Context: an optimization exercise on an open-source flow, tuned for small area and a short achievable clock period. The choices shown serve that exercise and are no tape-out recipe.
The RTL was checked by simulation tests, not by an equivalence proof against the original design.
No activity file was given, so power comes from the tool's default toggle rates.

<file path="flow/design.v">
module f007th_core (
    input  wire        clk,
    input  wire        rst,
    input  wire        rx,
    output reg         o_valid,
    output wire [2:0]  o_err,
    output wire [7:0]  o_dev,
    output wire [3:0]  o_ch,
    output wire        o_batt,
    output wire [11:0] o_tcode,
    output wire [7:0]  o_hum
);
    localparam [1:0] PH_SEARCH = 2'd0;
    localparam [1:0] PH_SHORT  = 2'd1;
    localparam [1:0] PH_LONG   = 2'd2;
    localparam integer NSLOT = 256;
    localparam integer WW    = 18;
    reg [1:0] ph;
    reg [3:0] tmr;
    reg       exp_lvl;
    reg [3:0] hdr;
    reg       fz;
    reg [2:0] nbits;
    reg [2:0] nbytes;
    wire match    = (rx == exp_lvl);
    wire tmr_last = (tmr == 4'd1);
    wire hchk     = (ph == PH_LONG) && tmr_last;
    wire exp_new  = exp_lvl ^ match;
    wire bit_val  = exp_new;
    wire hdr_ok   = (hdr >= 4'd10);
    wire hdr_hit  = hchk && !fz && bit_val;
    wire hdr_err  = hchk && !fz && !bit_val && !hdr_ok;
    wire emit     = hchk && (fz || (!bit_val && hdr_ok));
    wire byte_done = emit && (nbits == 3'd7);
    wire frame     = byte_done && (nbytes == 3'd5);
    wire qchk_fail = (ph == PH_SHORT) && tmr_last && !match;
    wire restart   = qchk_fail || hdr_err || frame || (ph == 2'b11);
    always @(posedge clk) begin
        if (rst || restart) begin
            ph      <= PH_SEARCH;
            tmr     <= 4'd0;
            exp_lvl <= 1'b1;
            hdr     <= 4'd0;
            fz      <= 1'b0;
            nbits   <= 3'd6;
            nbytes  <= 3'd0;
        end else begin
            case (ph)
                PH_SEARCH: begin
                    if (match) begin
                        ph  <= PH_SHORT;
                        tmr <= 4'd4;
                    end
                end
                PH_SHORT: begin
                    if (!tmr_last) begin
                        tmr <= tmr - 1'b1;
                    end else begin
                        ph  <= PH_LONG;
                        tmr <= 4'd8;
                    end
                end
                PH_LONG: begin
                    if (!tmr_last) begin
                        tmr <= tmr - 1'b1;
                    end else begin
                        ph      <= PH_SEARCH;
                        tmr     <= 4'd0;
                        exp_lvl <= exp_new;
                        if (hdr_hit && !hdr_ok)
                            hdr <= hdr + 4'd1;
                        if (emit)
                            fz <= 1'b1;
                        if (emit) begin
                            if (byte_done) begin
                                nbits  <= 3'd0;
                                nbytes <= nbytes + 3'd1;
                            end else begin
                                nbits  <= nbits + 3'd1;
                            end
                        end
                    end
                end
                default: ;
            endcase
        end
    end
    reg [31:0] d;
    always @(posedge clk)
        if (emit && (nbytes < 3'd5))
            d <= {d[30:0], bit_val};
    wire [7:0]  f_dev   = d[31:24];
    wire        f_batt  = d[23];
    wire [2:0]  f_chraw = d[22:20];
    wire [11:0] f_tcode = d[19:8];
    wire [7:0]  f_hum   = d[7:0];
    reg  [7:0] slot;
    wire [7:0] key = d[15:8] * ({1'b0, d[6:4]} + 4'd1);
    always @(posedge clk)
        if (nbytes == 3'd3 && nbits == 3'd0)
            slot <= key;
    reg [NSLOT*WW-1:0] ring;
    reg [7:0]          ptr;
    reg                clr;
    reg                wbp;       
    reg [WW-1:0]       h;         
    wire          hit  = (ptr == slot);
    wire [WW-1:0] rout = ring[NSLOT*WW-1 -: WW];
    wire [WW-1:0] rin  = clr ? {WW{1'b0}} : ((wbp && hit) ? h : rout);
    always @(posedge clk)
        ring <= {ring[NSLOT*WW-WW-1:0], rin};
    always @(posedge clk) begin
        if (rst) begin
            ptr <= 8'd0;
            clr <= 1'b1;
        end else begin
            ptr <= ptr + 8'd1;
            if (ptr == 8'd255)
                clr <= 1'b0;
        end
    end
    wire [10:0] s_tcode = h[17:7];
    wire [6:0]  s_hum   = h[6:0];
    wire        s_set   = (s_tcode != 11'd0);
    wire [10:0] t_diff = (f_tcode[10:0] >= s_tcode) ? (f_tcode[10:0] - s_tcode)
                                                    : (s_tcode - f_tcode[10:0]);
    wire [6:0]  h_diff = (f_hum[6:0] >= s_hum) ? (f_hum[6:0] - s_hum)
                                               : (s_hum - f_hum[6:0]);
    wire chk_id = (f_dev != 8'd0);
    wire chk_tr = (f_tcode >= 12'd181) && (f_tcode <= 12'd1619);
    wire chk_hr = (f_hum < 8'd100);
    wire chk_tj = !s_set || (t_diff <= 11'd72);
    wire chk_hj = !s_set || (h_diff <= 7'd4);
    reg [2:0] verdict;
    always @(posedge clk) begin
        if (!chk_id)      verdict <= 3'd1;
        else if (!chk_tr) verdict <= 3'd2;
        else if (!chk_hr) verdict <= 3'd3;
        else if (!chk_tj) verdict <= 3'd4;
        else if (!chk_hj) verdict <= 3'd5;
        else              verdict <= 3'd0;
    end
    wire accept = frame && (verdict == 3'd0);
    always @(posedge clk) begin
        if (accept)
            h <= {f_tcode[10:0], f_hum[6:0]};
        else if (hit && !wbp)
            h <= rout;
    end
    always @(posedge clk) begin
        if (rst)
            wbp <= 1'b0;
        else if (accept)
            wbp <= 1'b1;
        else if (hit)
            wbp <= 1'b0;
    end
    reg [3:0] ch_out;
    always @(posedge clk) begin
        o_valid <= !rst && frame;
        ch_out  <= {1'b0, f_chraw} + 4'd1;
    end
    assign o_err   = verdict;
    assign o_dev   = f_dev;
    assign o_ch    = ch_out;
    assign o_batt  = f_batt;
    assign o_tcode = f_tcode;
    assign o_hum   = f_hum;
endmodule
</file>
<file path="flow/run.sh">
#!/bin/bash
# synth_recipe.tcl (not shown) runs the flow's synth.tcl, then flattens the netlist and writes it again
# the make line also repeats each setting of config.mk as NAME=value (left out here)
make -C /OpenROAD-flow-scripts/flow DESIGN_CONFIG=/design/flow/config.mk WORK_HOME=/design/flow/orfs CLKGATE_MAP_FILE= SYNTH_SCRIPT=/design/flow/synth_recipe.tcl finish
</file>
<file path="flow/config.mk">
export PLATFORM = sky130hd
export DESIGN_NAME = f007th_core
export DESIGN_NICKNAME = f007th_core
export VERILOG_FILES = /design/flow/design.v
export SDC_FILE = /design/flow/constraint.sdc
export NUM_CORES = 4
export LEC_CHECK = 0
export CAP_MARGIN = 20
export CORE_MARGIN = 2
export CORE_UTILIZATION = 40
export PLACE_DENSITY = 0.6
export SLEW_MARGIN = 20
</file>
<file path="flow/constraint.sdc">
create_clock -name core_clock -period 12.0 [get_ports {clk}]
set_input_delay 2.4000 -clock core_clock [delete_from_list [all_inputs] [get_ports {clk}]]
set_output_delay 2.4000 -clock core_clock [all_outputs]
set_load 0.01 [all_outputs]
</file>
==> run summary <==
==> state kept, by name (all words and copies together) (netlist names) <==
name     count
ring      4608
d           32
h           18
ptr          8
slot         8
ch_out       4
hdr          4
tmr          4
nbits        3
nbytes       3
verdict      3
ph           2
clr          1
exp_lvl      1
fz           1
o_valid      1
wbp          1
==> metal layers <==
| metal | share of wire | track usage | vias up |
|---|---|---|---|
| li1 | - | - | 17317 |
| met1 | 0.54 | 0.130 | 16186 |
| met2 | 0.38 | 0.117 | 568 |
| met3 | 0.052 | 0.0278 | 278 |
| met4 | 0.032 | 0.0435 | 0 |
| met5 | 0 | 0 | - |
==> path summary, 6_finish.rpt <==
path | slack, ns | startpoint | depth (start not counted) | end
hold reg to reg | 0.28 | ring[4546] | 0 | ring[4564]
hold / removal | 0.28 | ring[4546] | 0 | ring[4564]
setup / recovery | 7.28 | d[11] | 1 | o_tcode[3]
setup reg to reg | 8.07 | d[4] | 13 | slot[7]
==> where the power goes <==
group,internal (mW),switching [mW],total (mW)
combinational,0.0225,0.0354,0.0580
sequential,15.6,0.00814,15.6
clock,7.88,5.30,13.2
total,23.5,5.35,28.9
==> synthesized netlist by cell type (2+ instances only) <==
cell type / number
o211a_1: 2
a311oi_1: 2
nor3_1: 11
buf_4: 28
nand2_1: 26
nor3b_1: 2
inv_1: 63
o2111a_1: 2
o211ai_1: 4
nand2b_1: 6
nand4_1: 2
o21a_1: 3
mux2_2: 18
mux2i_1: 7
fa_1: 9
xnor2_1: 12
a21oi_1: 51
o2bb2ai_1: 2
o31a_1: 3
ha_1: 60
nor2_1: 92
o21bai_1: 3
nor2b_1: 3
a21o_1: 10
nand3_1: 9
xor2_1: 24
nand3b_1: 3
o21ai_1: 7
a211o_1: 3
clkbuf_1: 8
or4_1: 3
and2_1: 7
nor4_1: 8
and3_1: 6
o221ai_1: 2
edfxtp_1: 58
o31ai_1: 2
buf_2: 2
dfxtp_1: 4644
a211oi_1: 8
o21ai_0: 13
or3_1: 2
==> final cells by class <==
type | count | area [um^2] | share of cell area
sequential | 4702 | 94700 | 0.811
clock buffer | 622 | 12500 | 0.107
tap | 3220 | 4030 | 0.0345
multi-input combinational | 448 | 3300 | 0.0283
clock inverter | 129 | 1590 | 0.0136
timing repair buffer | 42 | 413 | 0.00354
inverter | 63 | 236 | 0.00203
antenna | 2 | 5.00 | 0.0000429
==> per-stage QoR <==
| step | utilization | setup slack [ns] | instances | hold WS, ns | power, mW |
|---|---|---|---|---|---|
| 2_1_floorplan | - | 7.67 | 5251 | 0.310 | 16.0 |
| 3_3_place_gp | 0.418 | 6.62 | 8475 | 0.311 | 16.0 |
| 3_5_place_dp | 0.418 | 6.54 | 8475 | 0.312 | 16.1 |
| 4_1_cts | 0.476 | 7.08 | 9226 | 0.277 | 29.3 |
| 5_1_grt | 0.476 | 7.13 | 9227 | 0.289 | 30.0 |
| 6_report | 0.476 | 7.28 | 9228 | 0.279 | 28.9 |
==> logic make-up (layout without fill, tap and decap cells) <==
family / Yosys count / after routing / synth area share
AO/OA/AOI/OAI: 127 / 127 / 0.00855
AND/OR/NAND/NOR: 189 / 189 / 0.00918
flip-flops: 4702 / 4702 / 0.962
multiplexers: 27 / 27 / 0.00302
buffers and inverters: 101 / 856 / 0.00494
XOR/XNOR: 36 / 36 / 0.00320
other: 0 / 2 / 0
adder cells (fa/ha/maj): 69 / 69 / 0.00945
==> impl_metrics.ini <==
[status]
status = no timing/DRC/antenna violations

[pwr]
p_leak_nw = 46.7
vdd_drop_max_uv = 131
power_density_nw_per_um2 = 247

[critical_path]
cp-start-kind = flop
crit_type = reg2out
cp_slowest_stage_delay_ns = 0.79
cp_max_fo = 10
crit_family = buffers and inverters
worstPathArrival_ns = 2.32
cp_slowest_cell = clkdlybuf4s50_1
crit_buf_inv = 1
path_cells = clkdlybuf4s50_1
crit_required_ns = 9.60
end_kind = output pin

[synthesis]
ys.flop_type = dfxtp_1
async_flop_share = 0
avgSynthCellArea_um2 = 18.8
yosysSeqAreaShare = 0.962
synth_cells = 5251
netlist.area_leader.share = 0.944
synthDistinctLibCells = 63
synth_nets = 5323
netlist_area_um2 = 98500
synth_edf_count = 58
synth.ff_latch_count = 4702
synth_warnings = 1
yosys-top-cells-area = dfxtp_1, edfxtp_1, ha_1
synth_largest_area_cell = dfxtp_1

[detailed_routing]
vias_per_cell = 3.72
wire_per_inst_um = 11.7
drc = 0
vias = 34349
ant_nets = 0
wl_um = 108000
drt_pass1_iterations = 4
drtIter0Drc = 1449

[global_route]
grt_usage = 0.0886
grt_max_degree = 37
antenna_found_initial = 1
grt-ovfl-total = 0
grt_pass1_wl_um = 183000
grt_pass1_vias = 35698

[timing]
setup_violations = 0
worst_pin_slew_ns = 0.930
max_freq_ghz = 0.212
rsz0062_at_grt = no
period_minus_slack_ns = 4.72
tns_ns = 0
fin_skew_ns = 0.0575
hold_violations = 0
post-route-period-util = 0.394
maxSlewViolCount = 0
slew_headroom = 0.379

[clock_tree]
cts_setup_buffers = 0
clockRootBuffer = clkbuf_16
cts_tree = yes
ctsResizeCount = 0
clk_pin_slew_ns = 0.06
numCtsBuffers = 424
cts_hold_buffers = 0
cts.sinks = 4702
clock_latency_ns = 0.95
cts_buffer_depth = 4
h-tree-depth = 5

[cells_and_area]
drive_gt1_frac = 0.116
final_common_cell = dfxtp_1
design_area_um2 = 117000
area_growth_pct = 18.6
layout_common_cells = dfxtp_1, clkbuf_16, clkbuf_8
finalNetCount = 5753
fill_cells = 20271

[die]
rows = 182
dieWidth_um = 500
fp.dieArea_um2 = 250000
start_util = 0.401
core_um2 = 245000
die_h_um = 500
ios = 40

[hold_path]
min_path_type = reg2reg

[run]
drv_cap = 0

[placed_design]
dpl.hpwl_um = 51400
dpl-instance-area_um2 = 103000
io_buffer_count = 39
gp_congestion = 0.715

[static timing again, ports no longer ideal]
Ports are ideal in the flow. The routed layout listed here was re-timed in OpenROAD. Step 1: set_driving_cell puts a clkbuf_16 on clk and a buf_2 on each other input, an assumption about the parent block. Step 2 moves the port delays by t, midway between the first and last clock arrival at a register: inputs arrive t later, outputs are due t later. That takes back most of the time a late clock gives input paths. a / b / c = no drivers / after step 1 / after step 2; a / b = the first two.
t, ns: 1.004
setup slack, ns: 7.277 / 7.194 / 6.643
latest minus earliest clock arrival (ns): 0.065 / 0.066
worst slew at a driven data input, ns: 0.03
After both steps this run still meets setup and hold. For this run, drivers alone change the setup slack by -0.083 ns; drivers and shift together by -0.634 ns.
